What follows belongs to an exercise in optimizing a design on an open flow for small area, a short achievable clock period and few clock cycles per item; a production flow would make more cautious choices. RTL that was checked went through simulation tests only; none was proved equivalent to the original. For runs 6 to 8, only the layout was checked, not whether the RTL still works. The clock cells of runs 1 to 5 and 7 come from the design's own scripts or RTL, not from TritonCTS. The flow treats the clock pin as an ideal source. Dropping or thinning the clock tree relies on that and would not hold on a real chip. Power and IR drop assume default switching activity.

==> design/flow/config.mk <==
export PLATFORM = sky130hd
export DESIGN_NAME = ptc_builder
export DESIGN_NICKNAME = ptc_builder
export VERILOG_FILES = /design/flow/design.v
export SDC_FILE = /design/flow/constraint.sdc
export NUM_CORES = 4
export LEC_CHECK = 0
export CAP_MARGIN = 20
export CORE_MARGIN = 2
export CORE_UTILIZATION = 55
export PLACE_DENSITY = 0.7
export SLEW_MARGIN = 65
==> design/flow/constraint.sdc <==
create_clock -name core_clock -period 10.0 [get_ports {clk}]
set_input_delay 2.0000 -clock core_clock [delete_from_list [all_inputs] [get_ports {clk}]]
set_output_delay 2.0000 -clock core_clock [all_outputs]
set_load 0.01 [all_outputs]
==> design/flow/design.v <==
module ptc_builder (
    input  wire        clk,
    input  wire        rst,
    input  wire        start,
    output wire        start_ready,
    input  wire [7:0]  cfg_dtype,
    input  wire [31:0] cfg_total,
    input  wire [15:0] cfg_cyl,
    input  wire [7:0]  cfg_heads,
    input  wire [7:0]  cfg_sect,
    input  wire [7:0]  cfg_ilv,
    input  wire [31:0] cfg_nfull,
    output wire [7:0]  rsvd_addr,
    input  wire [7:0]  rsvd_data,
    output wire        out_valid,
    input  wire        out_ready,
    output wire [7:0]  out_data,
    output wire        res_valid,
    output wire        res_refused,
    output wire        res_warn
);
    reg        scan;         
    reg        srdy;         
    reg        pend;         
    reg        act;          
    reg        ov;           
    reg        lastb;        
    reg        rv;           
    reg        rref;         
    reg        rwarn;        
    reg  [7:0] od;           
    reg  [8:0] p;            
    reg [15:0] romx;         
    reg  [7:0] dtype;
    reg [23:0] total;
    reg [15:0] cyl;
    reg  [7:0] heads;
    reg  [7:0] sect;
    reg  [7:0] ilv;
    reg  [3:0] n4;           
    reg        nhi;          
    reg        nmid;         
    reg        wtop;         
    assign start_ready = srdy;
    assign out_valid   = ov;
    assign out_data    = od;
    assign res_valid   = rv;
    assign res_refused = rref;
    assign res_warn    = rwarn;
    wire [8:0] laddr = {p[1], p[8:2], p[0]};
    wire [7:0] off   = laddr[7:0];
    assign rsvd_addr = off;
    wire big  = nhi | nmid;                  
    wire nz   = big | (n4 != 4'd0);          
    wire warn = wtop | nhi | (total[15:0] != 16'd0) | (total[19:16] != n4);
    wire rsvd_off = (off == 8'h08) | (off == 8'h0F) | (off == 8'h10) | (off >= 8'h15);
    wire [3:0] nm1 = n4 - 4'd1;
    wire [7:0] kx0 = big ? 8'hA0
                   : {4'h5, n4[0] ? n4 : {~n4[2] & ~n4[1], ~n4[1], 2'b10}};
    wire [7:0] kx1 = big ? 8'hB9
                   : {1'b0, ~(n4 == 4'd1 || n4 == 4'd3), 2'b00, nm1 ^ 4'h6};
    wire [15:0] kx = {kx1, kx0};
    wire [7:0] cks0 = romx[7:0]  ^ kx[7:0]  ^ dtype ^ total[15:8] ^ cyl[15:8] ^ sect;
    wire [7:0] cks1 = romx[15:8] ^ kx[15:8] ^ total[7:0] ^ total[23:16] ^ cyl[7:0]
                    ^ heads ^ ilv;
    wire [3:0] ei = laddr[7:4];              
    wire [3:0] eb = laddr[3:0];              
    wire i_lt = big | (ei < n4);             
    wire i_eq = ~big & (ei == n4);           
    wire i_le = i_lt | i_eq;
    wire [3:0] eim1 = ei - 4'd1;
    wire [3:0] eip1 = ei + 4'd1;
    reg [7:0] hbyte, ebyte;
    always @(*) begin
        case (off)
            8'h00, 8'h01: hbyte = 8'hAE;
            8'h02:        hbyte = cks0;
            8'h03:        hbyte = cks1;
            8'h04:        hbyte = dtype;
            8'h05:        hbyte = total[7:0];
            8'h06:        hbyte = total[15:8];
            8'h07:        hbyte = total[23:16];
            8'h09:        hbyte = cyl[7:0];
            8'h0A:        hbyte = cyl[15:8];
            8'h0B:        hbyte = heads;
            8'h0C:        hbyte = sect;
            8'h0D:        hbyte = ilv;
            8'h11, 8'h12, 8'h13, 8'h14: hbyte = 8'hFF;
            default:      hbyte = 8'h00;
        endcase
        case (eb)
            4'd0: ebyte = !i_le ? 8'h00 : (ei == 4'd0) ? 8'h01 : (ei == 4'd1) ? 8'h00
                        : {4'hF, 4'd1 - ei};                
            4'd1: ebyte = (i_le && ei >= 4'd2) ? 8'hFF : 8'h00;
            4'd2: ebyte = !i_le ? {4'd0, n4} : (ei == 4'd0) ? 8'h00 : (ei == 4'd1) ? 8'h01
                        : {4'd0, eim1};
            4'd3: ebyte = i_lt ? 8'hFF : i_eq ? {4'd0, nm1} : 8'h00;
            4'd4: ebyte = i_lt ? 8'hFF : 8'h00;
            4'd5: ebyte = (ei < 4'd4 && (ei == 4'd0 || i_lt)) ? 8'h40 : 8'h00;
            4'd6: ebyte = 8'hC1;
            4'd7: ebyte = 8'hC5;
            4'd8: ebyte = (ei < 4'd9) ? {4'hB, eip1} : 8'hB1;
            4'd9: ebyte = (ei < 4'd9) ? 8'hA0 : {4'hB, ei - 4'd9};
            default: ebyte = 8'hA0;
        endcase
    end
    wire       use_rom = ~laddr[8] & rsvd_off;
    wire [7:0] lbyte   = laddr[8] ? ebyte : hbyte;
    wire [7:0] nbyte   = use_rom ? rsvd_data : lbyte;
    wire idle_out = ~act & ~ov;
    wire begin_b  = pend & nz & idle_out;    
    wire refuse   = pend & ~nz & idle_out;   
    wire load     = (act & (~ov | out_ready)) | begin_b;
    wire plast    = (p == 9'd511);
    wire take     = start & srdy;
    wire pend_n = take | (pend & ~begin_b & ~refuse);
    wire act_n  = load ? ~plast : act;
    always @(posedge clk) begin
        if (rst) begin
            scan  <= 1'b1;
            srdy  <= 1'b0;
            pend  <= 1'b0;
            act   <= 1'b0;
            ov    <= 1'b0;
            rv    <= 1'b0;
            p     <= 9'd0;
            romx  <= 16'd0;
        end else begin
            rv   <= (ov & out_ready & lastb) | refuse;
            pend <= pend_n;
            act  <= act_n;
            srdy <= ~scan & ~pend_n & ~act_n;
            if (scan) begin
                if (rsvd_off) begin
                    if (p[0]) romx[15:8] <= romx[15:8] ^ rsvd_data;
                    else      romx[7:0]  <= romx[7:0]  ^ rsvd_data;
                end
                p <= p + {7'd0, p[0], 1'b1};
                if (off == 8'hFF) scan <= 1'b0;
            end else if (load) begin
                p <= p + 9'd1;
            end
            if (load)
                ov <= 1'b1;
            else if (out_ready)
                ov <= 1'b0;
        end
    end
    always @(posedge clk) begin
        if (load) begin
            od    <= nbyte;
            lastb <= plast;
        end
        if (srdy) begin
            dtype <= cfg_dtype;
            total <= cfg_total[23:0];
            cyl   <= cfg_cyl;
            heads <= cfg_heads;
            sect  <= cfg_sect;
            ilv   <= cfg_ilv;
            n4    <= cfg_nfull[3:0];
            nhi   <= (cfg_nfull[31:16] != 16'd0);
            nmid  <= (cfg_nfull[15:4] != 12'd0);
            wtop  <= (cfg_total[31:20] != cfg_nfull[15:4]);
        end else if (!(pend && ov)) begin
            rref  <= ~nz;
            rwarn <= warn;
        end
    end
endmodule
==> design/flow/flow/run.sh <==
#!/bin/bash
set -euo pipefail
here=$(cd "$(dirname "$0")" && pwd)
bufs="BUFFER_PORTS_ARGS=-buffer_cell sky130_fd_sc_hd__buf_1"
res=orfs/results/sky130hd/ptc_builder/base
bash standard.sh "$bufs" "PRE_CTS_TCL=$here/clock_tree.tcl" finish > make_finish.log 2>&1
PLATFORM_DIR="$FLOW_HOME/platforms/sky130hd" RES="$res" \
  openroad -no_init -exit "$here/clock_slew.tcl" > clock_slew.log 2>&1
slew=$(awk '/^CLKSLEW_PS/ {print $2}' clock_slew.log)
echo "one-level clock tree: clock-pin slew ${slew:-unknown} ps"
if [[ -z "$slew" ]] || awk -v s="$slew" 'BEGIN { exit !(s > 120) }'; then
  echo "redoing the layout from placement with ORFS's clock tree"
  cp -r orfs/logs logs_onelevel
  bash standard.sh "$bufs" clean_cts clean_route clean_finish > make_clean.log 2>&1
  bash standard.sh "$bufs" finish > make_finish_tritoncts.log 2>&1
fi
==> design/flow/flow/clock_slew.tcl <==
# The largest slew at a flip-flop clock pin of the finished layout, from
# ORFS's own extraction (RES: the results folder).
read_liberty $::env(PLATFORM_DIR)/lib/sky130_fd_sc_hd__tt_025C_1v80.lib
read_db $::env(RES)/6_final.odb
read_sdc $::env(RES)/6_final.sdc
read_spef $::env(RES)/6_final.spef
set_propagated_clock [all_clocks]
set worst 0
foreach pin [all_registers -clock_pins -edge_triggered] {
  foreach s [list [get_property $pin slew_max_rise] [get_property $pin slew_max_fall]] {
    if {$s > $worst} { set worst $s }
  }
}
puts "CLKSLEW_PS [expr {$worst * 1000.0}]"
==> design/flow/flow/clock_tree.tcl <==
# Sourced by ORFS's cts.tcl (as PRE_CTS_TCL) in place of TritonCTS: a
# one-level clock tree. The flip-flops are split into 4 clusters by
# location (balanced k-means: at most ceil(n / 4) flip-flops each), each
# driven by one clkbuf_16 placed at the cluster's centre; the clock port
# drives the 4 buffers. Every flip-flop sees one buffer of the same kind,
# so the clock arrives at all of them at nearly the same time (a skew of
# a few tens of ps, from wire lengths only). k-means runs from three
# seedings (along x, along y, along the diagonal); the tree with the
# smallest clock-pin slew, as placement-based parasitics estimate it, is
# kept.

proc ct_kmeans {sinks K seedidx} {
  set n [llength $sinks]
  set sorted [lsort -real -index $seedidx $sinks]
  set cent {}
  for {set k 0} {$k < $K} {incr k} {
    set s [lindex $sorted [expr {int(($k + 0.5) * $n / $K)}]]
    lappend cent [list [lindex $s 1] [lindex $s 2]]
  }
  set cap [expr {($n + $K - 1) / $K}]
  set asg {}
  for {set iter 0} {$iter < 30} {incr iter} {
    set pairs {}
    set i 0
    foreach s $sinks {
      for {set k 0} {$k < $K} {incr k} {
        set c [lindex $cent $k]
        lappend pairs [list [expr {abs([lindex $s 1] - [lindex $c 0]) + abs([lindex $s 2] - [lindex $c 1])}] $i $k]
      }
      incr i
    }
    set asg [lrepeat $n -1]
    set used [lrepeat $K 0]
    foreach pr [lsort -real -index 0 $pairs] {
      lassign $pr d i k
      if {[lindex $asg $i] >= 0 || [lindex $used $k] >= $cap} { continue }
      lset asg $i $k
      lset used $k [expr {[lindex $used $k] + 1}]
    }
    set nc {}
    for {set k 0} {$k < $K} {incr k} {
      set sx 0; set sy 0; set m 0
      foreach s $sinks a $asg {
        if {$a == $k} { set sx [expr {$sx + [lindex $s 1]}]; set sy [expr {$sy + [lindex $s 2]}]; incr m }
      }
      if {$m > 0} { lappend nc [list [expr {$sx / $m}] [expr {$sy / $m}]] } else { lappend nc [lindex $cent $k] }
    }
    set cent $nc
  }
  # heaviest cluster: 2 um of wire per pin-equivalent, per cluster
  set worst 0
  for {set k 0} {$k < $K} {incr k} {
    set x0 1e18; set x1 -1e18; set y0 1e18; set y1 -1e18; set m 0
    foreach s $sinks a $asg {
      if {$a != $k} { continue }
      incr m
      set x [lindex $s 1]; set y [lindex $s 2]
      if {$x < $x0} { set x0 $x }; if {$x > $x1} { set x1 $x }
      if {$y < $y0} { set y0 $y }; if {$y > $y1} { set y1 $y }
    }
    if {$m == 0} { continue }
    set load [expr {$m * 2000.0 + ($x1 - $x0) + ($y1 - $y0)}]
    if {$load > $worst} { set worst $load }
  }
  return [list $worst $asg $cent]
}

proc ct_build {sinks K asg cent clknet} {
  set db [ord::get_db]
  set block [ord::get_db_block]
  set master [$db findMaster sky130_fd_sc_hd__clkbuf_16]
  for {set k 0} {$k < $K} {incr k} {
    set inst [odb::dbInst_create $block $master "clkbuf_leaf_$k"]
    set net [odb::dbNet_create $block "clknet_leaf_$k"]
    $net setSigType CLOCK
    [$inst findITerm A] connect $clknet
    [$inst findITerm X] connect $net
    set c [lindex $cent $k]
    $inst setLocation [expr {int([lindex $c 0])}] [expr {int([lindex $c 1])}]
    $inst setPlacementStatus PLACED
    set cnt 0
    foreach s $sinks a $asg {
      if {$a == $k} { set it [lindex $s 0]; $it disconnect; $it connect $net; incr cnt }
    }
    puts "clock_tree: buffer $k drives $cnt sinks, at $c"
  }
}

proc ct_unbuild {sinks K clknet} {
  set block [ord::get_db_block]
  foreach s $sinks { set it [lindex $s 0]; $it disconnect; $it connect $clknet }
  for {set k 0} {$k < $K} {incr k} {
    odb::dbInst_destroy [$block findInst "clkbuf_leaf_$k"]
    odb::dbNet_destroy [$block findNet "clknet_leaf_$k"]
  }
}

proc ct_slew {} {
  set_propagated_clock [all_clocks]
  estimate_parasitics -placement
  set worst 0
  foreach pin [all_registers -clock_pins -edge_triggered] {
    foreach v [list [get_property $pin slew_max_rise] [get_property $pin slew_max_fall]] {
      if {$v > $worst} { set worst $v }
    }
  }
  return $worst
}

proc clock_tree_synthesis {args} {
  set K 4
  set block [ord::get_db_block]
  set clknet [[$block findBTerm clk] getNet]
  set sinks {}
  foreach it [$clknet getITerms] {
    set box [[$it getInst] getBBox]
    set x [expr {([$box xMin] + [$box xMax]) / 2.0}]
    set y [expr {([$box yMin] + [$box yMax]) / 2.0}]
    lappend sinks [list $it $x $y [expr {$x + $y}]]
  }
  puts "clock_tree: [llength $sinks] sinks, $K buffers"
  # try each seeding, keep the one with the smallest estimated clock slew
  set best {}
  foreach seedidx {1 2 3} {
    lassign [ct_kmeans $sinks $K $seedidx] load asg cent
    ct_build $sinks $K $asg $cent $clknet
    set slew [ct_slew]
    ct_unbuild $sinks $K $clknet
    puts "clock_tree: seeding $seedidx, estimated clock slew $slew"
    if {$best eq {} || $slew < [lindex $best 0]} { set best [list $slew $asg $cent] }
  }
  lassign $best slew asg cent
  ct_build $sinks $K $asg $cent $clknet
  puts "clock_tree: built, estimated clock slew [ct_slew]"
}
==> design/flow/standard.sh <==
#!/bin/bash
# synth_recipe.tcl (not shown) runs the flow's synth.tcl, then flattens the netlist and writes it again
# the make line also repeats each setting of config.mk as NAME=value (left out here)
make -C /OpenROAD-flow-scripts/flow DESIGN_CONFIG=/design/flow/config.mk WORK_HOME=/design/flow/orfs CLKGATE_MAP_FILE= SYNTH_SCRIPT=/design/flow/synth_recipe.tcl "${@:-finish}"
==> results of run 1 <==
==> through the flow <==
stage	worst slack, ns	instance area (um2)	hold slack, ns
final	6.80	7700	0.550
after detailed placement	6.61	7550	0.522
after CTS	6.81	7650	0.553
after global routing	6.60	7700	0.583
after global placement	6.42	7510	0.511
after floorplan	5.91	6900	0.472
==> Yosys cell counts (3+ instances only) <==
master | count | area (um2)
nor4_1 | 18 | 113
a22oi_1 | 4 | 30.0
mux2i_1 | 24 | 240
nor3_1 | 16 | 80.1
xor2_1 | 39 | 342
nand4_1 | 8 | 50.1
inv_1 | 13 | 48.8
o22ai_1 | 6 | 37.5
o31ai_1 | 3 | 22.5
buf_4 | 8 | 60.1
a211o_1 | 5 | 43.8
edfxtp_1 | 90 | 2700
or3_1 | 3 | 18.8
a31oi_1 | 16 | 100
xnor2_1 | 95 | 832
dfxtp_1 | 31 | 621
nor2_1 | 67 | 251
buf_2 | 11 | 55.1
nand3_1 | 12 | 60.1
a2111oi_0 | 6 | 52.6
nand2_1 | 56 | 210
o21ai_0 | 14 | 70.1
nand2b_1 | 3 | 18.8
and2_1 | 3 | 18.8
a21oi_1 | 33 | 165
ha_1 | 17 | 213
clkbuf_1 | 15 | 56.3
nor2b_1 | 6 | 37.5
==> per-layer routing <==
metal / vias up / GRT usage (%) / routed length [um]
met5: - / 0 / 0
met4: 0 / 8.81 / 641
met3: 36 / 2.20 / 1390
met2: 282 / 45.1 / 8580
met1: 2570 / 36.4 / 7450
li1: 2598 / - / -
==> worst max-delay path by stage <==
stage / startpoint / endpoint / slack (ns) / depth (start not counted)
6_report: out_ready / p[6] / 6.80 / 8
2_1_floorplan: srdy / start_ready / 5.91 / 0
3_5_place_dp: out_ready / p[6] / 6.61 / 8
3_3_place_gp: out_ready / p[6] / 6.42 / 8
4_1_cts: out_ready / p[6] / 6.81 / 8
5_1_grt: out_ready / p[6] / 6.60 / 8
==> worst reg2reg max path, stage by stage (launching register included) <==
cell and delay [ns]:
dfxtp_1 0.61, inv_1 0.20, ha_1 0.26, or3b_1 0.41
nor3_1 0.08, o21a_1 0.29, a2111oi_0 0.56, a31oi_1 0.16
a211o_1 0.23
==> cell type report <==
cell class              count  share of cell area (%)
inverters                  14                   0.682
repair buffers            154                    8.15
well taps                 168                    2.73
plain buffers               4                    1.30
flip-flops and latches    121                    43.2
multi-input cells         491                    43.9
==> cells by family (layout without fill, tap and decap cells) <==
kind of cell / count (synthesis) / count (layout) / share of synthesized area (%)
DFF: 121 / 121 / 48.2
AOI/OAI and AO/OA: 108 / 108 / 10.3
muxes: 24 / 24 / 3.48
buffers and inverters: 50 / 172 / 3.47
adders and majority gates: 18 / 18 / 3.37
xor gates and xnor gates: 134 / 134 / 17.0
and+or+nand+nor: 207 / 207 / 14.2
==> registers in the layout (all words and copies together) (netlist names), 4 cells and up <==
| name | flops |
|---|---|
| total | 24 |
| cyl | 16 |
| romx | 16 |
| p | 9 |
| dtype | 8 |
| heads | 8 |
| ilv | 8 |
| od | 8 |
| sect | 8 |
| n4 | 4 |
==> power groups by stage <==
stage                     combinational (W)  sequential [W]  clock, W
after floorplan                   0.0000686        0.000555         0
after global placement             0.000104        0.000557         0
after detailed placement           0.000106        0.000557         0
after CTS                          0.000107        0.000546  0.000198
after global routing               0.000118        0.000546  0.000216
final                              0.000108        0.000546  0.000196
==> results.yml, run 1 <==
status:
  status: "complete, no violations"
setup_path:
  r2r_setup_slack_ns: 6.97
  crit_fanout: 11
  r2r-end: "od[3]"
  crit_required_ns: 10.06
  critPathArrivalTime_ns: 3.26
  slowest_stage: "o21a_2"
  path_class: "in2reg"
  cp_cell_sequence: "buf_1, nand2_1, nand2_1, o21a_2, nor2_1, nor4_1, xnor2_1, nor2_1"
  path_buf_inv: 1
  r2r_start: "p[6]"
  cpPeakStageDelay_ns: 0.34
  start_kind: "input port"
  critPathTopFamily: "simple AND/OR/NAND/NOR gates"
  cp-end-kind: "flop"
  ff2ff_path_depth: 8
pwr:
  switchingPower_w: 0.000189
  p_seq_share_pct: 64.2
  pwr-share-clk_pct: 23.1
  total_power_w: 0.000850
  irDropWorstVdd_mv: 0.126
  p_comb_share_pct: 12.7
  switching_share_pct: 22.3
  p_int_w: 0.000661
  p_leak_nw: 2.51
  power_density_mw_per_mm2: 110
clocking:
  cts_resized: 0
  postCtsSetupRepairBufs: 0
  cts_hold_buffers: 0
  clk_pin_slew_ns: 0.11
  worstSkewPairLatency_ns: 0.18
worst_hold_path:
  min_path_type: "reg2reg"
  worstHoldStart: "lastb"
  hold_end: "rv"
  whs_path_depth: 2
layout:
  area_growth_pct: 11.7
  nFillCells: 1007
  finish.utilization_pct: 63.6
  multi_input_area_mm2: 0.00338
  layout_common_cells: "buf_1, xnor2_1, edfxtp_1, nor2_1, nand2_1"
  antenna_cells: 0
  drive_above_1_share_pct: 4.59
  layout.nets: 928
  layout_commonest_cell: "buf_1"
  seq_area_mm2: 0.00333
  finalNonFillerCells: 952
placed_design:
  dp_cells: 946
  routabilityCongestion: 0.996
  io_buffer_count: 144
  hpwl_um: 13400
die:
  rows: 40
  die_w_um: 116
  start_util_pct: 56.9
  core_area_mm2: 0.0121
  die-area_mm2: 0.0135
  num_io_pins: 145
  die_y_um: 116
sta:
  skew_ns: 0.0118
  finalHoldViolations: 0
  tightestPinTransition_ns: 0.546
  slew_headroom_pct: 62.6
  fin_tns_setup_ns: 0
  setup_viol: 0
  final-max-slew-violation-count: 0
  fmax_ghz: 0.312
  fin_crit_sh_pct: 32.0
  min_period_ns: 3.20
  rsz0062_at_grt: "false"
global_routing:
  grt_usage_pct: 26.6
  grt_pass1_wl_um: 27700
  grt_pass1_vias: 5395
  gr-total-overflow: 0
  grt_max_degree: 44
  antenna_found_initial: 0
logic_synthesis:
  async_flop_share_pct: 0
  syn_nets: 804
  yosysWarnings: 1
  netlist_area_mm2: 0.00690
  synthFlopType: "edfxtp_1"
  synthCells: 662
  yosysSeqAreaShare_pct: 48.2
  synth_edf_count: 90
  synth_cell_types: 59
  ys_ff_latch: 121
  synth_area_per_cell_um2: 10.4
detailed_routing:
  drt-total-wl_um: 18100
  via_per_inst: 5.76
  num_vias: 5486
  dr.pass1.iters: 5
  drc_errors: 0
  post_drt_wl_per_cell_um: 19.0
  ant_nets: 0
  drt_first_iter_violations: 569
job:
  drv_cap: 0
Testbench counts, summed over its fixed seeds: cycles 100,560, builds 192.
==> inputs of run 2 (changes only) <==
--- a/design/flow/config.mk
+++ b/design/flow/config.mk
@@ -8,5 +8,6 @@
 export CAP_MARGIN = 20
 export CORE_MARGIN = 2
 export CORE_UTILIZATION = 55
+export GPL_TIMING_DRIVEN = 0
 export PLACE_DENSITY = 0.7
 export SLEW_MARGIN = 65
==> results.yml, run 2 <==
sta:
  whs_ns: 0.527
  setup_viol: 0
  min_period_ns: 3.38
  fin_tns_setup_ns: 0
  finalHoldViolations: 0
  skew_ns: 0.0135
  fmax_ghz: 0.296
  tightestPinTransition_ns: 0.535
  rsz0062_at_grt: "false"
  final-max-slew-violation-count: 0
  slew_headroom_pct: 64.0
  fin_crit_sh_pct: 33.8
  postLayoutSetupSlackWorst_ns: 6.62
pwr:
  total_power_w: 0.000861
  power_density_mw_per_mm2: 109
  irDropWorstVdd_mv: 0.103
  p_leak_nw: 2.65
layout:
  regMostFlops: "total"
  drive_above_1_share_pct: 7.22
  largest_reg_flops: 24
  antenna_cells: 0
  layout_common_cells: "buf_1, xnor2_1, edfxtp_1, nor2_1, nand2_1"
  fin_area_mm2: 0.00788
  multi_input_area_mm2: 0.00338
  layout.nets: 961
  layout_commonest_cell: "buf_1"
  area_growth_pct: 14.3
  nFillCells: 1029
  top_regs: "total (24), cyl (16), romx (16)"
  seq_area_mm2: 0.00333
setup_path:
  ff2ff_path_depth: 10
  crit_required_ns: 9.91
  critPathArrivalTime_ns: 3.29
  r2r-end: "od[1]"
  start_kind: "flop"
  path_class: "reg2reg"
  r2r_setup_slack_ns: 6.62
  cp-end-kind: "flop"
  cp_cell_sequence: "inv_1, ha_1, nor2b_1, o211ai_1, a21oi_1, clkbuf_1, o22ai_1, clkbuf_2, a2111oi_1, o221ai_1"
  crit_fanout: 10
  slowest_stage: "dfxtp_1"
  cpPeakStageDelay_ns: 0.56
  r2r_start: "p[5]"
placed_design:
  dpl-instance-area_mm2: 0.00776
  post-place-ws_ns: 6.53
  routabilityCongestion: 1.02
  io_buffer_count: 144
  hpwl_um: 14900
die:
  die-area_mm2: 0.0135
  num_io_pins: 145
  die_w_um: 116
  core_area_mm2: 0.0121
  start_util_pct: 56.9
  rows: 40
  die_y_um: 116
global_routing:
  grt_pass1_wl_um: 30500
  gr-total-overflow: 0
  grt_usage_pct: 29.8
  grt_max_degree: 32
  antenna_found_initial: 0
  grt_pass1_vias: 5625
detailed_routing:
  post_drt_wl_per_cell_um: 19.8
  drt_first_iter_violations: 502
  dr.pass1.iters: 5
  drc_errors: 0
  drt-total-wl_um: 19500
  ant_nets: 0
  num_vias: 5664
  via_per_inst: 5.75
worst_hold_path:
  min_path_type: "reg2reg"
  whs_path_depth: 2
  hold_end: "rv"
  worstHoldStart: "lastb"
clocking:
  cts_hold_buffers: 0
  postCtsSetupRepairBufs: 0
  cts_resized: 0
  clk_pin_slew_ns: 0.12
  worstSkewPairLatency_ns: 0.18
job:
  drv_cap: 0
logic_synthesis:
  synth_top_area_cell: "edfxtp_1"
  synth_area_per_cell_um2: 10.4
  syn_nets: 804
  yosysSeqAreaShare_pct: 48.2
  synthFlopType: "edfxtp_1"
  synth_cell_types: 59
  synth_area_leaders: "edfxtp_1, xnor2_1, dfxtp_1, xor2_1, nor2_1"
  yosysWarnings: 1
  ys_ff_latch: 121
  synthCells: 662
  synth_most_common_cell: "xnor2_1"
  async_flop_share_pct: 0
  synth_top_cell_area_share_pct: 39.2
  synthTopCellsByCount: "xnor2_1, edfxtp_1, nor2_1"
  netlist_area_mm2: 0.00690
  synth_edf_count: 90
status:
  status: "complete, no violations"
[run 2: cell counts after synthesis]
Identical to the previous run, type by type.
[run 2: layout make-up]
cell class,instances,share of cell area (%)
inverters,14,0.667
repair buffers,151,7.81
multi-input cells,491,42.8
flip-flops and latches,121,42.2
well taps,168,2.67
plain buffers,40,3.79
[run 2: kinds of logic (layout without fill, tap and decap cells)]
group                    after synthesis  after routing  share of synthesized area [%]
AO/OA/AOI/OAI                        108            108                           10.3
XOR/XNOR                             134            134                           17.0
adder cells (fa/ha/maj)               18             18                           3.37
buffers and inverters                 50            205                           3.47
flip-flops                           121            121                           48.2
multiplexers                          24             24                           3.48
AND/OR/NAND/NOR                      207            207                           14.2
[run 2: how the worst max path moves through the flow]
stage	start	end	slack, ns
after floorplan	srdy	start_ready	5.91
after global placement	srdy	start_ready	5.13
after detailed placement	out_ready	p[6]	6.53
after CTS	srdy	start_ready	6.68
after global routing	p[5]	od[1]	6.32
final	p[5]	od[1]	6.62
[run 2: stage by stage]
| step | instances | utilization, % |
|---|---|---|
| 2_1_floorplan | 662 | - |
| 3_3_place_gp | 974 | 63.1 |
| 3_5_place_dp | 979 | 64.0 |
| 4_1_cts | 983 | 64.9 |
| 5_1_grt | 985 | 65.1 |
| 6_report | 985 | 65.1 |
[run 2: critical path, delay by kind of cell (launching register included)]
kind / cells / cell delay [ns]
AOI/OAI and AO/OA: 5 / 1.41
buffers and inverters: 3 / 0.79
and+or+nand+nor: 1 / 0.11
adders and majority gates: 1 / 0.25
DFF: 1 / 0.56
[run 2: layer usage]
metal | track usage, % | up-vias | routed length (um)
met4 | 12.8 | 0 | 867
met1 | 40.1 | 2651 | 7920
li1 | - | 2667 | -
met2 | 49.9 | 304 | 9160
met5 | 0 | - | 0
met3 | 2.51 | 42 | 1580
[run 2: power breakdown]
part           total (W)  switching, W  leakage [nW]  internal (W)
clock           0.000195      0.000121        0.0493     0.0000745
combinational   0.000122     0.0000730          1.53     0.0000488
sequential      0.000544    0.00000223          1.07      0.000541
total           0.000861      0.000196          2.65      0.000665
==> inputs of run 3 (changes only) <==
--- a/design/flow/config.mk
+++ b/design/flow/config.mk
@@ -8,6 +8,6 @@
 export CAP_MARGIN = 20
 export CORE_MARGIN = 2
 export CORE_UTILIZATION = 55
-export GPL_TIMING_DRIVEN = 0
+export GPL_ROUTABILITY_DRIVEN = 0
 export PLACE_DENSITY = 0.7
 export SLEW_MARGIN = 65
==> results.yml, run 3 <==
detailed_routing:
  drt-total-wl_um: 17700
  dr.pass1.iters: 5
  num_vias: 5511
  via_per_inst: 5.80
  post_drt_wl_per_cell_um: 18.6
  drt_first_iter_violations: 468
  ant_nets: 0
  drc_errors: 0
logic_synthesis:
  synthCells: 662
  syn_nets: 804
  synth_top_cell_area_share_pct: 39.2
  async_flop_share_pct: 0
  synth_top_area_cell: "edfxtp_1"
  synth_cell_types: 59
  ys_ff_latch: 121
  synthFlopType: "edfxtp_1"
  synth_most_common_cell: "xnor2_1"
  synth_edf_count: 90
  yosysWarnings: 1
  netlist_area_mm2: 0.00690
  yosysSeqAreaShare_pct: 48.2
  synth_area_per_cell_um2: 10.4
  synth_area_leaders: "edfxtp_1, xnor2_1, dfxtp_1, xor2_1, nor2_1"
  synthTopCellsByCount: "xnor2_1, edfxtp_1, nor2_1"
die:
  die_y_um: 116
  start_util_pct: 56.9
  die-area_mm2: 0.0135
  die_w_um: 116
  core_area_mm2: 0.0121
  num_io_pins: 145
  rows: 40
global_routing:
  antenna_found_initial: 0
  grt_usage_pct: 26.3
  grt_pass1_vias: 5360
  grt_max_degree: 59
  grt_pass1_wl_um: 27500
  gr-total-overflow: 0
sta:
  fin_crit_sh_pct: 31.8
  final-max-slew-violation-count: 0
  finalHoldViolations: 0
  fmax_ghz: 0.314
  min_period_ns: 3.18
  skew_ns: 0.0151
  tightestPinTransition_ns: 0.497
  setup_viol: 0
  fin_tns_setup_ns: 0
  slew_headroom_pct: 66.0
  rsz0062_at_grt: "false"
layout:
  seq_area_mm2: 0.00333
  multi_input_area_mm2: 0.00337
  largest_reg_flops: 24
  top_regs: "total (24), cyl (16), romx (16)"
  layout.nets: 926
  layout_common_cells: "buf_1, xnor2_1, edfxtp_1, nor2_1, nand2_1"
  drive_above_1_share_pct: 4.22
  finish.utilization_pct: 63.5
  regMostFlops: "total"
  layout_commonest_cell: "buf_1"
  nFillCells: 1054
  antenna_cells: 0
  area_growth_pct: 11.5
worst_hold_path:
  min_path_type: "reg2reg"
pwr:
  p_leak_nw: 2.51
  irDropWorstVdd_mv: 0.114
  power_density_mw_per_mm2: 111
setup_path:
  path_class: "in2reg"
  critPathArrivalTime_ns: 3.24
  r2r_setup_slack_ns: 6.95
  crit_required_ns: 10.06
  cp-end-kind: "flop"
  start_kind: "input port"
  crit_fanout: 11
clocking:
  postCtsSetupRepairBufs: 0
  cts_resized: 0
  cts_hold_buffers: 0
  worstSkewPairLatency_ns: 0.18
  clk_pin_slew_ns: 0.11
placed_design:
  io_buffer_count: 144
  hpwl_um: 13200
job:
  drv_cap: 0
status:
  status: "complete, no violations"
## run 3: cell counts after synthesis
Identical to the previous run, type by type.
## run 3: report_power, final
group	internal (W)	total [W]	switching, W
registers	0.000541	0.000546	0.00000414
logic	0.0000462	0.000112	0.0000654
clock network	0.0000746	0.000196	0.000121
## run 3: final timing paths
path                               to  cells after the start       from
worst max-delay path             p[6]                      8  out_ready
worst min-delay path               rv                      2      lastb
worst max register to register  od[2]                      8       p[5]
worst min register to register     rv                      2      lastb
## run 3: final cells by class
cell class / count / share of cell area (%)
Timing Repair Buffer: 152 / 8.12
Buffer: 4 / 1.30
Sequential cell: 121 / 43.3
Multi-Input combinational cell: 491 / 43.9
Tap cell: 168 / 2.73
Inverter: 14 / 0.683
## run 3: cells by family after synthesis
| logic type | share of synthesized area, % |
|---|---|
| buf+inv | 3.47 |
| xor+xnor | 17.0 |
| compound gates | 10.3 |
| simple gates | 14.2 |
| fa+ha+maj | 3.37 |
| flops | 48.2 |
| mux | 3.48 |
## run 3: per-layer routing
layer  share of wire, %  GRT usage [%]
met1                 42           35.9
met2                 48           45.5
met3                7.1           1.62
met4                3.1           7.78
met5                  0              0
## run 3: stage by stage
step	worst slack, ns	hold WS (ns)	total power [W]	cell area (um2)	std cells
after floorplan	5.91	0.472	0.000623	6900	662
after global placement	6.44	0.507	0.000660	7500	943
after detailed placement	6.64	0.523	0.000665	7570	945
after CTS	6.84	0.551	0.000854	7670	949
after global routing	6.69	0.574	0.000885	7690	950
final	6.82	0.531	0.000853	7690	950
## run 3: worst max-delay path: stages
cell,delay (ns)
buf_1,0.12
nand2_1,0.07
nand2_1,0.06
o21a_2,0.33
nor2_1,0.19
nor4_1,0.26
xnor2_1,0.16
nor2_1,0.05
==> inputs of run 4 (changes only) <==
--- a/design/flow/config.mk
+++ b/design/flow/config.mk
@@ -8,6 +8,5 @@
 export CAP_MARGIN = 20
 export CORE_MARGIN = 2
 export CORE_UTILIZATION = 55
-export GPL_ROUTABILITY_DRIVEN = 0
 export PLACE_DENSITY = 0.7
-export SLEW_MARGIN = 65
+export SLEW_MARGIN = 80
==> results.yml, run 4 <==
status:
  status: "complete, no violations"
logic_synthesis:
  synthCells: 662
  muxShareOfSynthArea_pct: 3.48
  yosysWarnings: 1
  synthAdderAreaFrac_pct: 3.37
  netlist_area_mm2: 0.00690
  synth_simple_gate_area_share_pct: 14.2
  synth_most_common_cell: "xnor2_1"
  synth_edf_count: 90
  async_flop_share_pct: 0
  synthTopCellsByCount: "xnor2_1, edfxtp_1, nor2_1"
  synthFlopType: "edfxtp_1"
  synth_top_area_cell: "edfxtp_1"
  synth_top_family_by_area: "XOR/XNOR gates"
  synth_xor_area_share_pct: 17.0
  synth_top_cell_area_share_pct: 39.2
  synth_cell_types: 59
  synth_area_leaders: "edfxtp_1, xnor2_1, dfxtp_1, xor2_1, nor2_1"
  synth_area_per_cell_um2: 10.4
  synth-compound-area-share_pct: 10.3
  yosysSeqAreaShare_pct: 48.2
  ys_ff_latch: 121
  syn_nets: 804
clocking:
  clk_pin_slew_ns: 0.11
  cts_resized: 0
  cts_hold_buffers: 0
  worstSkewPairLatency_ns: 0.17
  postCtsSetupRepairBufs: 0
layout:
  regMostFlops: "total"
  top_regs: "total (24), cyl (16), romx (16)"
  layout_commonest_cell: "buf_1"
  layout.nets: 950
  drive_above_1_share_pct: 12.3
  finalNonFillerCells: 974
  layout_common_cells: "buf_1, xnor2_1, edfxtp_1, nor2_1, nand2_1"
  antenna_cells: 0
  largest_reg_flops: 24
  area_growth_pct: 20.0
detailed_routing:
  post_drt_wl_per_cell_um: 19.2
  num_vias: 5745
  dr.pass1.iters: 5
  via_per_inst: 5.90
  drt_first_iter_violations: 542
  drc_errors: 0
  drt-total-wl_um: 18700
  ant_nets: 0
placed_design:
  dp_cells: 966
  routabilityCongestion: 0.996
  hpwl_um: 14100
  post-place-ws_ns: 6.79
  io_buffer_count: 144
setup_path:
  critPathArrivalTime_ns: 1.08
  cp-end-kind: "primary output"
  crit_required_ns: 8.00
  cp_cell_sequence: "buf_6, buf_1"
  cpPeakStageDelay_ns: 0.49
  path_class: "reg2out"
  slowest_stage: "dfxtp_4"
  crit_fanout: 16
  start_kind: "flop"
sta:
  finalHoldViolations: 0
  slew_headroom_pct: 78.2
  fin_tns_setup_ns: 0
  min_period_ns: 3.08
  setup_viol: 0
  skew_ns: 0.0112
  fmax_ghz: 0.325
  tightestPinTransition_ns: 0.324
  final-max-slew-violation-count: 0
  fin_crit_sh_pct: 30.8
  rsz0062_at_grt: "false"
  postLayoutSetupSlackWorst_ns: 6.92
  whs_ns: 0.548
pwr:
  irDropWorstVdd_mv: 0.0974
  power_density_mw_per_mm2: 104
  p_leak_nw: 2.69
global_routing:
  grt_pass1_wl_um: 28800
  gr-total-overflow: 0
  grt_pass1_vias: 5421
  grt_usage_pct: 27.7
  antenna_found_initial: 0
  grt_max_degree: 44
job:
  drv_cap: 0
die:
  start_util_pct: 56.9
  rows: 40
  core_area_mm2: 0.0121
  die-area_mm2: 0.0135
  die_w_um: 116
  die_y_um: 116
  num_io_pins: 145
worst_hold_path:
  min_path_type: "reg2reg"
-- run 4: cell families after synthesis --
family,count (synthesis)
AND/OR/NAND/NOR,207
XOR/XNOR,134
flip-flops,121
AO/OA/AOI/OAI,108
buffers and inverters,50
multiplexers,24
adder cells (fa/ha/maj),18
-- run 4: layer usage --
| layer | wire length (um) | track usage, % | share of wire, % | up-vias |
|---|---|---|---|---|
| li1 | - | - | - | 2651 |
| met1 | 7450 | 37.3 | 40 | 2740 |
| met2 | 9020 | 48.1 | 48 | 308 |
| met3 | 1520 | 2.25 | 8.1 | 46 |
| met4 | 706 | 8.17 | 3.8 | 0 |
| met5 | 0 | 0 | 0 | - |
-- run 4: area by class of cell --
| type | instances | area [um2] |
|---|---|---|
| inverter | 14 | 52.6 |
| tap | 168 | 210 |
| sequential | 121 | 3350 |
| timing repair buffer | 176 | 826 |
| multi-input combinational | 491 | 3740 |
| fill | 970 | 3840 |
| buffer | 4 | 100 |
-- run 4: stage by stage --
stage                     total power [W]  utilization (%)  area (um2)
after global placement           0.000661             62.0        7510
after floorplan                  0.000623                -        6900
after global routing             0.000894             68.3        8270
final                            0.000862             68.3        8270
after CTS                        0.000860             66.3        8030
after detailed placement         0.000673             65.4        7930
-- run 4: worst max-delay path, delay by kind of cell, from the launching register on --
family / cells / cell delay (ns)
flops: 1 / 0.49
buf+inv: 2 / 0.41
-- run 4: final timing paths --
check | from | end | slack (ns) | depth (start not counted)
max reg2reg | n4[1] | od[7] | 7.09 | 12
max | srdy | start_ready | 6.92 | 2
min | lastb | rv | 0.55 | 2
min reg2reg | lastb | rv | 0.55 | 2
-- run 4: report_power, final --
group / internal (W) / total (W) / switching, W
Clock: 0.0000744 / 0.000192 / 0.000118
Combinational: 0.0000537 / 0.000124 / 0.0000704
Sequential: 0.000541 / 0.000546 / 0.00000488
Total: 0.000669 / 0.000862 / 0.000193
==> inputs of run 5 (changes only) <==
--- a/design/flow/config.mk
+++ b/design/flow/config.mk
@@ -9,4 +9,4 @@
 export CORE_MARGIN = 2
 export CORE_UTILIZATION = 55
 export PLACE_DENSITY = 0.7
-export SLEW_MARGIN = 80
+export SLEW_MARGIN = 50
==> results.yml, run 5 <==
status:
  status: "complete, no violations"
clocking:
  worstSkewPairLatency_ns: 0.17
  cts_hold_buffers: 0
  clk_pin_slew_ns: 0.11
  cts_resized: 0
  postCtsSetupRepairBufs: 0
layout:
  nFillCells: 1027
  layout_commonest_cell: "buf_1"
  top_regs: "total (24), cyl (16), romx (16)"
  layout_common_cells: "buf_1, xnor2_1, edfxtp_1, nor2_1, nand2_1"
  largest_reg_flops: 24
  regMostFlops: "total"
  layout.nets: 924
  antenna_cells: 0
  drive_above_1_share_pct: 3.08
  area_growth_pct: 10.5
setup_path:
  critPathArrivalTime_ns: 3.51
  r2r_start: "p[5]"
  r2r_setup_slack_ns: 6.85
  cp-end-kind: "flop"
  startpoint: "out_ready"
  crit_fanout: 11
  start_kind: "input port"
  crit_required_ns: 10.06
  path_class: "in2reg"
logic_synthesis:
  synth_cell_types: 59
  yosysWarnings: 1
  yosysSeqAreaShare_pct: 48.2
  netlist_area_mm2: 0.00690
  syn_nets: 804
  synthFlopType: "edfxtp_1"
  synth_area_per_cell_um2: 10.4
  synth_area_leaders: "edfxtp_1, xnor2_1, dfxtp_1, xor2_1, nor2_1"
  synth_top_area_cell: "edfxtp_1"
  synth_edf_count: 90
  synth_most_common_cell: "xnor2_1"
  synthCells: 662
  ys_ff_latch: 121
  synthTopCellsByCount: "xnor2_1, edfxtp_1, nor2_1"
  synth_top_cell_area_share_pct: 39.2
  async_flop_share_pct: 0
pwr:
  p_seq_share_pct: 64.3
  p_int_w: 0.000661
  p_leak_nw: 2.49
  power_density_mw_per_mm2: 111
  irDropWorstVdd_mv: 0.111
  p_comb_share_pct: 12.8
  pwr-share-clk_pct: 22.9
  switching_share_pct: 22.2
  switchingPower_w: 0.000188
worst_hold_path:
  worstHoldStart: "pend"
  min_path_type: "reg2reg"
detailed_routing:
  drt_first_iter_violations: 422
  drc_errors: 0
  dr.pass1.iters: 5
  num_vias: 5506
  via_per_inst: 5.81
  drt-total-wl_um: 18000
  ant_nets: 0
  post_drt_wl_per_cell_um: 19.0
global_routing:
  grt_usage_pct: 26.7
  grt_pass1_wl_um: 27700
  grt_max_degree: 44
  gr-total-overflow: 0
  antenna_found_initial: 0
  grt_pass1_vias: 5285
sta:
  fmax_ghz: 0.290
  tightestPinTransition_ns: 0.711
  rsz0062_at_grt: "false"
  whs_ns: 0.549
  skew_ns: 0.00906
  final-max-slew-violation-count: 0
  postLayoutSetupSlackWorst_ns: 6.55
  fin_tns_setup_ns: 0
  min_period_ns: 3.45
  finalHoldViolations: 0
  fin_crit_sh_pct: 34.5
  setup_viol: 0
  slew_headroom_pct: 52.4
die:
  num_io_pins: 145
  die_y_um: 116
  die-area_mm2: 0.0135
  start_util_pct: 56.9
  core_area_mm2: 0.0121
  rows: 40
  die_w_um: 116
placed_design:
  io_buffer_count: 144
  routabilityCongestion: 0.996
  post-place-ws_ns: 6.36
  hpwl_um: 13400
job:
  drv_cap: 0
[run 5: cell counts after synthesis]
No cell type changed its count.
[run 5: metrics by stage]
stage / std cells / utilization [%] / power (W) / cell area [um2]
floorplan: 662 / - / 0.000623 / 6900
global placement: 944 / 62.0 / 0.000661 / 7510
detailed placement: 944 / 62.0 / 0.000663 / 7510
CTS: 948 / 62.9 / 0.000849 / 7610
global route: 948 / 62.9 / 0.000879 / 7620
finish: 948 / 62.9 / 0.000849 / 7620
[run 5: final cells by class]
class	instances	area (um2)	area share [%]
well taps	168	210	2.76
multi-input cells	491	3340	43.8
inverters	14	52.6	0.690
plain buffers	4	100	1.31
flip-flops and latches	121	3330	43.7
repair buffers	150	586	7.69
[run 5: power by group through the flow]
stage,registers [W],logic [W],clock network (W)
floorplan,0.000555,0.0000686,0
CTS,0.000545,0.000106,0.000197
global placement,0.000557,0.000104,0
finish,0.000546,0.000108,0.000195
global route,0.000546,0.000117,0.000215
detailed placement,0.000557,0.000106,0
[run 5: per-layer routing]
layer / part of all wire (%) / wire, um / track usage [%] / vias to the layer above
met1: 40 / 7280 / 36.3 / 2586
met5: 0 / 0 / 0 / -
met3: 8.3 / 1490 / 2.25 / 44
li1: - / - / - / 2598
met2: 47 / 8490 / 45.3 / 278
met4: 4.2 / 748 / 9.37 / 0
[run 5: final timing paths]
kind | endpoint | cells past startpoint
worst max-delay path | p[6] | 8
worst min-delay path | pend | 2
worst max register to register | od[6] | 8
worst min register to register | pend | 2
[run 5: cell families (layout without fill, tap and decap cells)]
kind of cell	Yosys count	in the layout	share of synthesized area (%)
AND/OR/NAND/NOR	207	207	14.2
XOR/XNOR	134	134	17.0
flip-flops	121	121	48.2
AO/OA/AOI/OAI	108	108	10.3
buffers and inverters	50	168	3.47
multiplexers	24	24	3.48
adder cells (fa/ha/maj)	18	18	3.37
[run 5: critical path: stages]
cell and delay (ns):
buf_1 0.12, nand2_1 0.07, nand2_1 0.07, o21a_1 0.50
nor2_1 0.24, nor4_1 0.30, xnor2_1 0.16, nor2_1 0.05
==> inputs of run 6 (changes only) <==
--- a/design/flow/design.v
+++ b/design/flow/design.v
@@ -23,6 +23,7 @@
     reg        srdy;         
     reg        pend;         
     reg        act;          
+    reg        rw;           
     reg        ov;           
     reg        lastb;        
     reg        rv;           
@@ -110,7 +111,10 @@
     wire idle_out = ~act & ~ov;
     wire begin_b  = pend & nz & idle_out;    
     wire refuse   = pend & ~nz & idle_out;   
-    wire load     = (act & (~ov | out_ready)) | begin_b;
+    wire spec     = (act & ~rw) | begin_b;
+    wire load     = (act & ~rw & (~ov | out_ready)) | begin_b;
+    wire fail     = act & ~rw & ov & ~out_ready;
+    wire cfg_en   = ~scan & ~pend & ~act;
     wire plast    = (p == 9'd511);
     wire take     = start & srdy;
     wire pend_n = take | (pend & ~begin_b & ~refuse);
@@ -121,6 +125,7 @@
             srdy  <= 1'b0;
             pend  <= 1'b0;
             act   <= 1'b0;
+            rw    <= 1'b0;
             ov    <= 1'b0;
             rv    <= 1'b0;
             p     <= 9'd0;
@@ -129,6 +134,7 @@
             rv   <= (ov & out_ready & lastb) | refuse;
             pend <= pend_n;
             act  <= act_n;
+            rw   <= fail;
             srdy <= ~scan & ~pend_n & ~act_n;
             if (scan) begin
                 if (rsvd_off) begin
@@ -137,7 +143,9 @@
                 end
                 p <= p + {7'd0, p[0], 1'b1};
                 if (off == 8'hFF) scan <= 1'b0;
-            end else if (load) begin
+            end else if (rw) begin
+                p <= p - 9'd1;
+            end else if (spec) begin
                 p <= p + 9'd1;
             end
             if (load)
@@ -151,7 +159,7 @@
             od    <= nbyte;
             lastb <= plast;
         end
-        if (srdy) begin
+        if (cfg_en) begin
             dtype <= cfg_dtype;
             total <= cfg_total[23:0];
             cyl   <= cfg_cyl;
--- a/design/flow/config.mk
+++ b/design/flow/config.mk
@@ -9,4 +9,4 @@
 export CORE_MARGIN = 2
 export CORE_UTILIZATION = 55
 export PLACE_DENSITY = 0.7
-export SLEW_MARGIN = 50
+export SLEW_MARGIN = 65
==> results.yml, run 6 <==
logic_synthesis:
  yosysSeqAreaShare_pct: 45.8
  yosysWarnings: 1
  synth_edf_count: 90
  synth_top_family_by_area: "simple AND/OR/NAND/NOR gates"
  synth_simple_gate_area_share_pct: 15.8
  ys_ff_latch: 122
  synth_most_common_cell: "edfxtp_1"
  synthAdderAreaFrac_pct: 4.21
  synthTopCellsByCount: "edfxtp_1, xnor2_1, nand2_1"
  syn_nets: 834
  synth_cell_types: 75
  synth_area_per_cell_um2: 10.6
  async_flop_share_pct: 0
  synthFlopType: "edfxtp_1"
  netlist_area_mm2: 0.00731
  synth-compound-area-share_pct: 12.9
  synthCells: 686
  muxShareOfSynthArea_pct: 1.73
  synth_area_leaders: "edfxtp_1, xnor2_1, dfxtp_1, xor2_1, ha_1"
  synth_xor_area_share_pct: 15.8
  synth_top_area_cell: "edfxtp_1"
  synth_top_cell_area_share_pct: 37.0
pwr:
  p_comb_share_pct: 7.8
  irDropWorstVdd_mv: 0.111
  switchingPower_w: 0.000310
  power_density_mw_per_mm2: 144
  p_leak_nw: 2.90
  switching_share_pct: 25.0
  pwr-share-clk_pct: 47.4
  p_seq_share_pct: 44.8
  p_int_w: 0.000931
  total_power_w: 0.00124
die:
  num_io_pins: 145
  die-area_mm2: 0.0142
  start_util_pct: 55.8
  die_w_um: 119
  core_area_mm2: 0.0131
  die_y_um: 119
  rows: 42
detailed_routing:
  drt-total-wl_um: 22000
  post_drt_wl_per_cell_um: 21.7
  via_per_inst: 6.07
  dr.pass1.iters: 6
  ant_nets: 0
  drc_errors: 0
  num_vias: 6153
  drt_first_iter_violations: 576
placed_design:
  hpwl_um: 16600
  routabilityCongestion: 1.00
  io_buffer_count: 144
  dp_cells: 981
  post-place-ws_ns: 6.83
clocking:
  clkSinkCount: 122
  worstSkewPairLatency_ns: 0.43
  cts_hold_buffers: 0
  cts_tree: "done"
  numCtsBuffers: 17
  postCtsSetupRepairBufs: 0
  clk_pin_slew_ns: 0.06
  cts_resized: 0
global_routing:
  antenna_found_initial: 0
  grt_usage_pct: 32.3
  grt_pass1_wl_um: 34300
  grt_max_degree: 47
  gr-total-overflow: 0
  grt_pass1_vias: 6234
sta:
  final-max-slew-violation-count: 0
  postLayoutSetupSlackWorst_ns: 6.66
  whs_ns: 0.495
  skew_ns: 0.0117
  tightestPinTransition_ns: 0.559
  min_period_ns: 3.34
  setup_viol: 0
  slew_headroom_pct: 62.7
  rsz0062_at_grt: "false"
  finalHoldViolations: 0
  fin_tns_setup_ns: 0
  fin_crit_sh_pct: 33.4
  fmax_ghz: 0.300
setup_path:
  critPathArrivalTime_ns: 1.34
  crit_fanout: 29
  start_kind: "flop"
  cp-end-kind: "primary output"
  crit_required_ns: 8.00
  path_class: "reg2out"
layout:
  layout.nets: 972
  layout_common_cells: "buf_1, edfxtp_1, xnor2_1, nand2_1"
  regMostFlops: "total"
  layout_commonest_cell: "buf_1"
  finalNonFillerCells: 1013
  antenna_cells: 0
  area_growth_pct: 17.8
  drive_above_1_share_pct: 10.4
  largest_reg_flops: 24
  top_regs: "total (24), cyl (16), romx (16)"
status:
  status: "complete, no violations"
worst_hold_path:
  min_path_type: "reg2reg"
job:
  drv_cap: 0
[run 6: cell count changes after synthesis, sizes merged, moves of 6 or more]
cell    before  now
nand3       12   18
nand2b       3   10
a22oi        4   17
xor2        39   45
ha          17   23
inv         14   20
a221o        0    7
nor2        67   51
mux2i       24    7
xnor2       95   86
clkbuf      15    9
a31oi       16    7
[run 6: path summary, 6_finish.rpt]
kind | cells past startpoint | slack (ns) | end | from
worst max-delay path | 2 | 6.66 | rsvd_addr[3] | p[4]
worst min-delay path | 2 | 0.49 | pend | srdy
worst max register to register | 12 | 6.91 | p[7] | scan
worst min register to register | 2 | 0.49 | pend | srdy
[run 6: power groups by stage]
| stage | Clock, W | Combinational, W | Sequential, W |
|---|---|---|---|
| floorplan | 0 | 0.0000565 | 0.000560 |
| global placement | 0 | 0.0000899 | 0.000565 |
| detailed placement | 0 | 0.0000943 | 0.000566 |
| CTS | 0.000593 | 0.0000948 | 0.000555 |
| global route | 0.000619 | 0.000104 | 0.000556 |
| finish | 0.000588 | 0.0000964 | 0.000556 |
[run 6: metal layers]
metal	share of wire, %	global-route usage [%]
met5	0	0
met4	4.9	16.7
met3	8.4	7.47
met2	47	51.4
met1	40	41.2
[run 6: kinds of logic after synthesis]
logic type / Yosys count
xor+xnor: 131
fa+ha+maj: 24
buf+inv: 53
flops: 122
compound gates: 132
mux: 12
simple gates: 212
[run 6: cell type report, without the clock buffers]
class                           count  area (um2)
Clock inverter                     15         140
Inverter                           20        75.1
Multi-Input combinational cell    511        3780
Timing Repair Buffer              152         616
Tap cell                          176         220
Sequential cell                   122        3350
Fill cell                        1048        4480
[run 6: metrics by stage]
stage                     area, um2  util, %
after floorplan                7310        -
after global placement         7910     60.5
after detailed placement       8030     61.3
after CTS                      8590     65.7
after global routing           8600     65.8
final                          8600     65.8
[run 6: critical path, stage by stage, from the launching register on]
cell and delay (ns):
dfxtp_1 0.34, buf_4 0.38, buf_1 0.19
==> inputs of run 7 (changes only) <==
--- a/design/flow/design.v
+++ b/design/flow/design.v
@@ -25,7 +25,6 @@
     reg        act;          
     reg        rw;           
     reg        ov;           
-    reg        lastb;        
     reg        rv;           
     reg        rref;         
     reg        rwarn;        
@@ -39,8 +38,7 @@
     reg  [7:0] sect;
     reg  [7:0] ilv;
     reg  [3:0] n4;           
-    reg        nhi;          
-    reg        nmid;         
+    reg        big;          
     reg        wtop;         
     assign start_ready = srdy;
     assign out_valid   = ov;
@@ -51,9 +49,8 @@
     wire [8:0] laddr = {p[1], p[8:2], p[0]};
     wire [7:0] off   = laddr[7:0];
     assign rsvd_addr = off;
-    wire big  = nhi | nmid;                  
     wire nz   = big | (n4 != 4'd0);          
-    wire warn = wtop | nhi | (total[15:0] != 16'd0) | (total[19:16] != n4);
+    wire warn = wtop | (total[15:0] != 16'd0) | (total[19:16] != n4);
     wire rsvd_off = (off == 8'h08) | (off == 8'h0F) | (off == 8'h10) | (off >= 8'h15);
     wire [3:0] nm1 = n4 - 4'd1;
     wire [7:0] kx0 = big ? 8'hA0
@@ -114,7 +111,6 @@
     wire spec     = (act & ~rw) | begin_b;
     wire load     = (act & ~rw & (~ov | out_ready)) | begin_b;
     wire fail     = act & ~rw & ov & ~out_ready;
-    wire cfg_en   = ~scan & ~pend & ~act;
     wire plast    = (p == 9'd511);
     wire take     = start & srdy;
     wire pend_n = take | (pend & ~begin_b & ~refuse);
@@ -131,7 +127,7 @@
             p     <= 9'd0;
             romx  <= 16'd0;
         end else begin
-            rv   <= (ov & out_ready & lastb) | refuse;
+            rv   <= (ov & ~act & out_ready) | refuse;   
             pend <= pend_n;
             act  <= act_n;
             rw   <= fail;
@@ -155,11 +151,9 @@
         end
     end
     always @(posedge clk) begin
-        if (load) begin
-            od    <= nbyte;
-            lastb <= plast;
-        end
-        if (cfg_en) begin
+        if (load)
+            od <= nbyte;
+        if (srdy) begin
             dtype <= cfg_dtype;
             total <= cfg_total[23:0];
             cyl   <= cfg_cyl;
@@ -167,9 +161,8 @@
             sect  <= cfg_sect;
             ilv   <= cfg_ilv;
             n4    <= cfg_nfull[3:0];
-            nhi   <= (cfg_nfull[31:16] != 16'd0);
-            nmid  <= (cfg_nfull[15:4] != 12'd0);
-            wtop  <= (cfg_total[31:20] != cfg_nfull[15:4]);
+            big   <= (cfg_nfull[31:4] != 28'd0);
+            wtop  <= (cfg_total[31:20] != cfg_nfull[15:4]) | (cfg_nfull[31:16] != 16'd0);
         end else if (!(pend && ov)) begin
             rref  <= ~nz;
             rwarn <= warn;
==> results.yml, run 7 <==
detailed_routing:
  via_per_inst: 5.86
  post_drt_wl_per_cell_um: 20.3
  num_vias: 5852
  drt_first_iter_violations: 416
  dr.pass1.iters: 6
  ant_nets: 0
  drc_errors: 0
  drt-total-wl_um: 20300
die:
  start_util_pct: 56.8
  die-area_mm2: 0.0141
  num_io_pins: 145
  die_y_um: 119
  core_area_mm2: 0.0128
  rows: 41
  die_w_um: 119
sta:
  min_period_ns: 3.17
  rsz0062_at_grt: "false"
  fin_crit_sh_pct: 31.7
  final-max-slew-violation-count: 0
  slew_headroom_pct: 65.1
  tightestPinTransition_ns: 0.519
  skew_ns: 0.0131
  setup_viol: 0
  finalHoldViolations: 0
  fmax_ghz: 0.316
  fin_tns_setup_ns: 0
logic_synthesis:
  async_flop_share_pct: 0
  synth-compound-area-share_pct: 12.9
  synth_edf_count: 88
  synth_top_area_cell: "edfxtp_1"
  synth_most_common_cell: "xnor2_1"
  synthFlopType: "edfxtp_1"
  synth_area_per_cell_um2: 10.3
  yosysSeqAreaShare_pct: 45.2
  synth_area_leaders: "edfxtp_1, xnor2_1, dfxtp_1, xor2_1, ha_1"
  synthTopCellsByCount: "xnor2_1, edfxtp_1, nor2_1"
  syn_nets: 854
  synth_top_family_by_area: "XOR/XNOR gates"
  yosysWarnings: 1
  synth_xor_area_share_pct: 15.9
  synthAdderAreaFrac_pct: 4.38
  synth_cell_types: 78
  netlist_area_mm2: 0.00726
  ys_ff_latch: 120
  muxShareOfSynthArea_pct: 2.72
  synth_simple_gate_area_share_pct: 15.2
  synth_top_cell_area_share_pct: 36.4
  synthCells: 706
setup_path:
  cp-end-kind: "flop"
  ff2ff_path_depth: 9
  path_class: "reg2reg"
  crit_required_ns: 9.93
  crit_fanout: 10
  r2r-end: "od[2]"
  r2r_setup_slack_ns: 6.83
  r2r_start: "p[6]"
  critPathArrivalTime_ns: 3.10
  start_kind: "flop"
global_routing:
  grt_pass1_vias: 5747
  grt_usage_pct: 28.3
  antenna_found_initial: 0
  grt_max_degree: 51
  gr-total-overflow: 0
  grt_pass1_wl_um: 32000
layout:
  antenna_cells: 0
  top_regs: "total (24), cyl (16), romx (16)"
  layout_commonest_cell: "buf_1"
  area_growth_pct: 11.5
  layout.nets: 977
  largest_reg_flops: 24
  regMostFlops: "total"
  drive_above_1_share_pct: 5.93
  finish.utilization_pct: 63.4
  layout_common_cells: "buf_1, xnor2_1, edfxtp_1, nor2_1, nand2_1"
pwr:
  p_leak_nw: 2.74
  irDropWorstVdd_mv: 0.114
  power_density_mw_per_mm2: 106
job:
  drv_cap: 0
worst_hold_path:
  worstHoldStart: "romx[10]"
  min_path_type: "reg2reg"
  whs_path_depth: 2
  hold_end: "romx[10]"
clocking:
  worstSkewPairLatency_ns: 0.18
  clk_pin_slew_ns: 0.12
  cts_hold_buffers: 0
  cts_resized: 0
  postCtsSetupRepairBufs: 0
status:
  status: "complete, no violations"
placed_design:
  routabilityCongestion: 0.958
  io_buffer_count: 144
  hpwl_um: 15600
run 7: area by class of cell:
class                   count  area, um2
plain buffers               4        100
repair buffers            154        638
well taps                 172        215
multi-input cells         529       3770
inverters                  20       75.1
fillers                  1067       4680
flip-flops and latches    120       3300
run 7: logic make-up (layout without fill, tap and decap cells):
group	count (synthesis)	in the layout
simple gates	221	221
buf+inv	57	178
fa+ha+maj	25	25
compound gates	133	133
xor+xnor	132	132
mux	18	18
flops	120	120
run 7: worst max path at each step:
stage          from           end  slack (ns)
2_1_floorplan  srdy   start_ready        5.93
3_3_place_gp   p[4]  rsvd_addr[3]        6.87
3_5_place_dp   p[6]         od[2]        6.85
4_1_cts        p[6]         od[2]        6.83
5_1_grt        p[6]         od[2]        6.67
6_report       p[6]         od[2]        6.83
run 7: worst max-delay path: stages, from the launching register on:
cell,delay [ns]
dfxtp_1,0.60
inv_1,0.23
ha_1,0.28
or3b_1,0.43
nor3_2,0.15
a22o_1,0.25
a22o_1,0.19
a211oi_1,0.28
o22ai_2,0.11
a2111o_1,0.40
run 7: routing by layer:
metal | part of all wire (%) | wire length [um] | track usage (%) | up-vias
met3 | 5.7 | 1170 | 1.58 | 26
met1 | 44 | 8890 | 41.0 | 2823
met2 | 48 | 9810 | 47.8 | 225
met5 | 0 | 0 | 0 | -
met4 | 2.1 | 418 | 5.21 | 0
li1 | - | - | - | 2778
run 7: per-stage QoR:
stage                     instance area (um2)  setup WS (ns)  hold WS [ns]  total power (W)  instances
after CTS                                8060           6.83         0.556         0.000861        998
final                                    8100           6.83         0.554         0.000860        999
after detailed placement                 7960           6.85         0.529         0.000674        994
after floorplan                          7260           5.93         0.482         0.000627        706
after global placement                   7870           6.87         0.513         0.000670        990
after global routing                     8100           6.67         0.581         0.000894        999
run 7: power by group:
group	leakage [nW]	internal, W	switching [W]
Combinational	1.63	0.0000493	0.0000758
Sequential	1.06	0.000536	0.00000429
Clock	0.0493	0.0000745	0.000120
==> inputs of run 8 (changes only) <==
--- a/design/flow/design.v
+++ b/design/flow/design.v
@@ -23,7 +23,6 @@
     reg        srdy;         
     reg        pend;         
     reg        act;          
-    reg        rw;           
     reg        ov;           
     reg        rv;           
     reg        rref;         
@@ -108,9 +107,7 @@
     wire idle_out = ~act & ~ov;
     wire begin_b  = pend & nz & idle_out;    
     wire refuse   = pend & ~nz & idle_out;   
-    wire spec     = (act & ~rw) | begin_b;
-    wire load     = (act & ~rw & (~ov | out_ready)) | begin_b;
-    wire fail     = act & ~rw & ov & ~out_ready;
+    wire load     = (act & (~ov | out_ready)) | begin_b;
     wire plast    = (p == 9'd511);
     wire take     = start & srdy;
     wire pend_n = take | (pend & ~begin_b & ~refuse);
@@ -121,7 +118,6 @@
             srdy  <= 1'b0;
             pend  <= 1'b0;
             act   <= 1'b0;
-            rw    <= 1'b0;
             ov    <= 1'b0;
             rv    <= 1'b0;
             p     <= 9'd0;
@@ -130,7 +126,6 @@
             rv   <= (ov & ~act & out_ready) | refuse;   
             pend <= pend_n;
             act  <= act_n;
-            rw   <= fail;
             srdy <= ~scan & ~pend_n & ~act_n;
             if (scan) begin
                 if (rsvd_off) begin
@@ -139,9 +134,7 @@
                 end
                 p <= p + {7'd0, p[0], 1'b1};
                 if (off == 8'hFF) scan <= 1'b0;
-            end else if (rw) begin
-                p <= p - 9'd1;
-            end else if (spec) begin
+            end else if (load) begin
                 p <= p + 9'd1;
             end
             if (load)
==> results.yml, run 8 <==
status:
  status: "complete, no violations"
die:
  rows: 41
  die_w_um: 118
  die-area_mm2: 0.0138
  start_util_pct: 56.3
  num_io_pins: 145
  core_area_mm2: 0.0126
  die_y_um: 118
layout:
  finish.utilization_pct: 66.5
  layout_commonest_cell: "buf_1"
  drive_above_1_share_pct: 8.99
  top_regs: "total (24), cyl (16), romx (16)"
  nFillCells: 1065
  layout.nets: 930
  antenna_cells: 0
  area_growth_pct: 18.0
  regMostFlops: "total"
  largest_reg_flops: 24
  layout_common_cells: "buf_1, edfxtp_1, xnor2_1, nand2_1, nor2_1"
setup_path:
  critPathTopFamily: "buffers and inverters"
  cp_cell_sequence: "buf_6, buf_1"
  critPathArrivalTime_ns: 1.33
  crit_required_ns: 8.00
  start_kind: "flop"
  slowest_stage: "buf_6"
  cpPeakStageDelay_ns: 0.37
  crit_fanout: 44
  cp-end-kind: "primary output"
  path_buf_inv: 2
  path_class: "reg2out"
detailed_routing:
  via_per_inst: 5.92
  drt-total-wl_um: 20400
  ant_nets: 0
  post_drt_wl_per_cell_um: 20.9
  drc_errors: 0
  dr.pass1.iters: 5
  num_vias: 5761
  drt_first_iter_violations: 491
placed_design:
  hpwl_um: 14900
  io_buffer_count: 144
  routabilityCongestion: 0.965
logic_synthesis:
  ys_ff_latch: 119
  synthTopCellsByCount: "edfxtp_1, xnor2_1, nand2_1"
  netlist_area_mm2: 0.00711
  synth_most_common_cell: "edfxtp_1"
  synth_top_area_cell: "edfxtp_1"
  syn_nets: 793
  synth_edf_count: 88
  synthCells: 651
  synth_top_cell_area_share_pct: 37.2
  synth_area_leaders: "edfxtp_1, xnor2_1, dfxtp_1, xor2_1, ha_1"
  yosysSeqAreaShare_pct: 45.9
  yosysWarnings: 1
  synth_cell_types: 74
  synthFlopType: "edfxtp_1"
  async_flop_share_pct: 0
  synth_area_per_cell_um2: 10.9
sta:
  finalHoldViolations: 0
  fin_crit_sh_pct: 33.3
  tightestPinTransition_ns: 0.538
  skew_ns: 0.00541
  final-max-slew-violation-count: 0
  rsz0062_at_grt: "false"
  fmax_ghz: 0.301
  min_period_ns: 3.33
  setup_viol: 0
  fin_tns_setup_ns: 0
  slew_headroom_pct: 64.0
global_routing:
  grt_pass1_vias: 5768
  grt_max_degree: 68
  antenna_found_initial: 0
  gr-total-overflow: 0
  grt_usage_pct: 30.1
  grt_pass1_wl_um: 31800
pwr:
  p_comb_share_pct: 10.1
  power_density_mw_per_mm2: 143
  switching_share_pct: 23.9
  p_leak_nw: 2.84
  p_int_w: 0.000910
  switchingPower_w: 0.000285
  pwr-share-clk_pct: 45.1
  p_seq_share_pct: 44.8
  irDropWorstVdd_mv: 0.111
clocking:
  clk_pin_slew_ns: 0.05
  worstSkewPairLatency_ns: 0.42
  postCtsSetupRepairBufs: 0
  cts_hold_buffers: 0
  clkSinkCount: 119
  cts_resized: 0
  numCtsBuffers: 17
  cts_tree: "done"
job:
  drv_cap: 0
worst_hold_path:
  min_path_type: "reg2reg"
==> run 8: routing by layer <==
metal / vias to the layer above / track usage [%] / share of wire, %
met2: 325 / 50.2 / 48
li1: 2668 / - / -
met5: - / 0 / 0
met3: 60 / 7.99 / 8.8
met4: 0 / 13.0 / 3.6
met1: 2708 / 36.8 / 39
==> run 8: area by class of cell, without the clock buffers <==
class | count | area (um2) | area share (%)
clock inverters | 8 | 52.6 | 0.626
inverters | 13 | 48.8 | 0.582
multi-input cells | 481 | 3670 | 43.8
flip-flops and latches | 119 | 3270 | 39.0
well taps | 172 | 215 | 2.56
repair buffers | 156 | 659 | 7.86
==> run 8: cell families (layout without fill, tap and decap cells) <==
family,after synthesis,in the layout,share of synthesized area (%)
fa+ha+maj,18,18,3.27
compound gates,123,123,12.1
buf+inv,51,201,3.64
flops,119,119,45.9
mux,25,25,4.51
xor+xnor,122,122,16.8
simple gates,193,193,13.8
==> run 8: stage by stage <==
| stage | cells | power (W) | cell area [um2] | hold WS [ns] | setup slack [ns] |
|---|---|---|---|---|---|
| 2_1_floorplan | 651 | 0.000618 | 7110 | 0.464 | 5.93 |
| 3_3_place_gp | 937 | 0.000660 | 7720 | 0.484 | 6.87 |
| 3_5_place_dp | 940 | 0.000663 | 7820 | 0.501 | 6.85 |
| 4_1_cts | 972 | 0.00120 | 8340 | 0.510 | 6.62 |
| 5_1_grt | 973 | 0.00124 | 8390 | 0.539 | 6.60 |
| 6_report | 973 | 0.00120 | 8390 | 0.516 | 6.67 |
==> run 8: worst paths after layout <==
check                           slack (ns)  cells past startpoint  from           end
worst max-delay path                  6.67                      2  p[0]  rsvd_addr[0]
worst min-delay path                  0.52                      1  scan          srdy
worst max register to register        7.12                      8  p[6]         od[3]
worst min register to register        0.52                      1  scan          srdy
==> run 8: power groups by stage <==
stage               Combinational, W  Clock [W]  Sequential, W
global route                0.000132   0.000570       0.000536
floorplan                  0.0000725          0       0.000546
global placement            0.000114          0       0.000546
CTS                         0.000118   0.000544       0.000536
detailed placement          0.000118          0       0.000546
finish                      0.000121   0.000539       0.000536

[re-timing with driven ports]
How much do the figures lean on ideal ports? The routed layouts below were timed once more, with nothing changed but the port constraints. Step 1 assumes that a clkbuf_16 drives the clock port and a buf_2 every other input. Step 2, shift: input delay + t, output delay - t, t = (earliest + latest rising clock arrival at the registers) / 2. This alone moves slack from input paths to output paths. a / b / c = no drivers / after step 1 / after step 2; a / b = the first two.
run | t, ns | setup slack, ns
run 1 | 0.260 | 6.799 / 6.809 / 6.608
run 2 | 0.261 | 6.616 / 6.604 / 6.612
run 3 | 0.266 | 6.819 / 6.861 / 6.622
run 4 | 0.252 | 6.922 / 6.834 / 6.800
run 5 | 0.259 | 6.549 / 6.618 / 6.359
run 6 | 0.463 | 6.663 / 6.620 / 6.796
run 7 | 0.262 | 6.833 / 6.801 / 6.833
run 8 | 0.458 | 6.674 / 6.633 / 6.806
After both steps every run listed still meets setup and hold.
